Context: an optimization exercise on an open-source flow, tuned for small area, a short achievable clock period and few clock cycles per item. The choices shown serve that exercise and are no tape-out recipe.
Only simulation tests tie the RTL to the original design; equivalence was not proved.
Power and IR drop assume default switching activity.

// canfc_tx
module canfc_tx (
    input  wire        clk,
    input  wire        rst,           
    input  wire        in_valid,
    output reg         in_ready,
    input  wire        in_mode,       
    input  wire [28:0] in_id,
    input  wire        in_ext,
    input  wire        in_rtr,
    input  wire [3:0]  in_len,
    input  wire [63:0] in_data,       
    input  wire        in_ts_valid,
    input  wire [31:0] in_ts,
    output reg         out_valid,
    input  wire        out_ready,
    output reg  [7:0]  out_byte
);
    localparam [3:0] S_IDLE  = 4'd0,    
                     S_TAG   = 4'd1,    
                     S_TSD   = 4'd2,    
                     S_COLON = 4'd3,
                     S_TSSP  = 4'd4,    
                     S_ID    = 4'd5,    
                     S_IDSP  = 4'd6,    
                     S_LEN   = 4'd7,    
                     S_SP    = 4'd8,    
                     S_R1    = 4'd9,
                     S_T     = 4'd10,
                     S_R2    = 4'd11,
                     S_HI    = 4'd12,   
                     S_LO    = 4'd13;   
    localparam integer K  = 3;                  
    localparam integer NS = (32 + K - 1) / K;   
  ...
export LEC_CHECK = 0
export CAP_MARGIN = 20
export CORE_MARGIN = 2
export CORE_UTILIZATION = 40
export SLEW_MARGIN = 20
create_clock -name core_clock -period 40.0 [get_ports {clk}]
standard.sh (not shown) runs the stock make flow with config.mk's settings and CLKGATE_MAP_FILE= SYNTH_SCRIPT=/design/flow/synth_recipe.tcl, a recipe that flattens the netlist after the stock synthesis.
==> flow/flow/run.sh <==
#!/bin/bash
# Layout flow: the standard ORFS flow (standard.sh) with two changes.
#  1. Synthesis is synth_recipe.tcl unchanged except that Yosys's abc pass
#     runs flow/abc_area.script (an area-oriented mapping) in place of
#     ORFS's abc_speed.script. Registers are mapped before abc, so they are
#     the standard synthesis's registers.
#  2. Each input port gets a buf_1 and each output port a buf_4, in place of
#     the delay buffers the default port buffering picks.
set -euo pipefail
HERE=$(pwd)
ABC_SCRIPT="$HERE/flow/abc_area.script"
{
  head -n 1 synth_recipe.tcl
  echo "proc abc {args} { set i [lsearch -exact \$args -script]; if {\$i >= 0} { lset args [expr {\$i + 1}] $ABC_SCRIPT }; yosys abc {*}\$args }"
  tail -n +2 synth_recipe.tcl
} > my_synth.tcl
sed "s#SYNTH_SCRIPT=[^ ]*#SYNTH_SCRIPT=$HERE/my_synth.tcl#" standard.sh > my_standard.sh
grep -q "SYNTH_SCRIPT=$HERE/my_synth.tcl" my_standard.sh
export BUFFER_PORTS_ARGS="-inputs -buffer_cell sky130_fd_sc_hd__buf_1"
export PRE_RESIZE_TCL="$HERE/flow/pre_resize.tcl"
bash my_standard.sh > "$HERE/standard.log" 2>&1
==> flow/flow/abc_area.script <==
strash
&get -n
&fraig -x
&put
scorr
dc2
strash
&get -n
&dch -f
&nf -R 1000
&put
==> flow/flow/pre_resize.tcl <==
# Buffer the output ports (the inputs were buffered before global placement).
buffer_ports -outputs -buffer_cell sky130_fd_sc_hd__buf_4
The starting point went through all stages and came out clean.
Testbench counts at the start, summed over its fixed seeds: cycles 25,213, frames 1,200.
Change:
--- a/flow/flow/run.sh
+++ b/flow/flow/run.sh
@@ -18,4 +18,5 @@
 grep -q "SYNTH_SCRIPT=$HERE/my_synth.tcl" my_standard.sh
 export BUFFER_PORTS_ARGS="-inputs -buffer_cell sky130_fd_sc_hd__buf_1"
+export CTS_ARGS="-sink_clustering_enable -repair_clock_nets -dont_use_dummy_load -buf_list sky130_fd_sc_hd__clkbuf_8"
 export PRE_RESIZE_TCL="$HERE/flow/pre_resize.tcl"
 bash my_standard.sh > "$HERE/standard.log" 2>&1
Result:
- The changed run finished clean
- count of clock-buffer cells in the layout is unchanged
- worst hold slack got worse by 8.0 ps
- final area drops by 3.7%


Another version of the RTL of canfc_tx (not shown whole).
For scale: ~830 cells after synthesis, about 170 flip-flops.
clock: 40.0 ns
lec_check: 0
cap_margin: 20
core_margin: 2
core_utilization: 40
slew_margin: 20
==> flow/flow/run.sh <==
#!/bin/bash
# Layout flow: the standard ORFS flow (standard.sh) with two changes.
#  1. Synthesis is synth_recipe.tcl unchanged except that Yosys's abc pass
#     runs flow/abc_area.script (an area-oriented mapping) in place of
#     ORFS's abc_speed.script. Registers are mapped before abc, so they are
#     the standard synthesis's registers.
#  2. Each input port gets a buf_1 and each output port a buf_4, in place of
#     the delay buffers the default port buffering picks.
set -euo pipefail
HERE=$(pwd)
ABC_SCRIPT="$HERE/flow/abc_area.script"
{
  head -n 1 synth_recipe.tcl
  echo "proc abc {args} { set i [lsearch -exact \$args -script]; if {\$i >= 0} { lset args [expr {\$i + 1}] $ABC_SCRIPT }; yosys abc {*}\$args }"
  tail -n +2 synth_recipe.tcl
} > my_synth.tcl
sed "s#SYNTH_SCRIPT=[^ ]*#SYNTH_SCRIPT=$HERE/my_synth.tcl#" standard.sh > my_standard.sh
grep -q "SYNTH_SCRIPT=$HERE/my_synth.tcl" my_standard.sh
export BUFFER_PORTS_ARGS="-inputs -buffer_cell sky130_fd_sc_hd__buf_1"
export CTS_ARGS="-sink_clustering_enable -repair_clock_nets -dont_use_dummy_load -buf_list sky130_fd_sc_hd__clkbuf_8"
export PRE_RESIZE_TCL="$HERE/flow/pre_resize.tcl"
bash my_standard.sh > "$HERE/standard.log" 2>&1
Scripts as last shown in full above: flow/flow/abc_area.script, flow/flow/pre_resize.tcl
Testbench counts at the start, summed over its fixed seeds: cycles 25,116, frames 1,200.
Next try:
--- a/flow/flow/run.sh
+++ b/flow/flow/run.sh
@@ -4,5 +4,7 @@
 #     runs flow/abc_area.script (an area-oriented mapping) in place of
 #     ORFS's abc_speed.script. Registers are mapped before abc, so they are
-#     the standard synthesis's registers.
+#     the standard synthesis's registers. ADDER_MAP_FILE is left empty, so
+#     adders are not mapped to the platform's half/full adder cells but left
+#     to abc like the rest of the logic.
 #  2. Each input port gets a buf_1 and each output port a buf_4, in place of
 #     the delay buffers the default port buffering picks.
@@ -15,5 +17,5 @@
   tail -n +2 synth_recipe.tcl
 } > my_synth.tcl
-sed "s#SYNTH_SCRIPT=[^ ]*#SYNTH_SCRIPT=$HERE/my_synth.tcl#" standard.sh > my_standard.sh
+sed "s#SYNTH_SCRIPT=[^ ]*#SYNTH_SCRIPT=$HERE/my_synth.tcl ADDER_MAP_FILE=#" standard.sh > my_standard.sh
 grep -q "SYNTH_SCRIPT=$HERE/my_synth.tcl" my_standard.sh
 export BUFFER_PORTS_ARGS="-inputs -buffer_cell sky130_fd_sc_hd__buf_1"
Outcome: Non-clock buffer count fell by 1; die area fell by a few percent; synthesized cell count fell by a few percent; cell area fell by a few percent; core utilization rose by 0.25 points; total power fell slightly; first-iteration DRC count rose by well over a third; setup slack gets worse by 0.027 ns; sequential power fell slightly.

[static timing again, ports no longer ideal]
The flow's constraints put no driver on any port. The routed layouts listed below were extracted and timed again, unchanged, in two steps. Step 1: set_driving_cell puts a clkbuf_16 on clk and a buf_2 on each other input, an assumption about the parent block. Step 2 also shifts input and output timing later by t, the mid clock arrival at the registers, as if the neighbouring blocks saw the same clock. Three values: ideal ports, drivers, drivers and shift; two values: the first two.
| run | t, ns | setup WS [ns] | worst hold slack (ns) | slew at the worst register clock pin (ns) |
|---|---|---|---|---|
| the first run of note 1 | 0.476 | 30.967 / 30.982 / 30.506 | 0.546 / 0.546 / 0.546 | 0.08 / 0.08 |
| the second run of note 1 | 0.490 | 30.972 / 30.956 / 30.496 | 0.539 / 0.539 / 0.539 | 0.11 / 0.11 |
| the first run of note 2 | 0.483 | 30.938 / 30.927 / 30.474 | 0.536 / 0.536 / 0.536 | 0.12 / 0.12 |
| the second run of note 2 | 0.495 | 30.911 / 30.898 / 30.402 | 0.535 / 0.535 / 0.535 | 0.11 / 0.11 |
After both steps setup and hold are still met in every run listed. For the second run of note 2, which loses most, drivers alone change the setup slack by -0.013 ns; drivers and shift together by -0.509 ns.
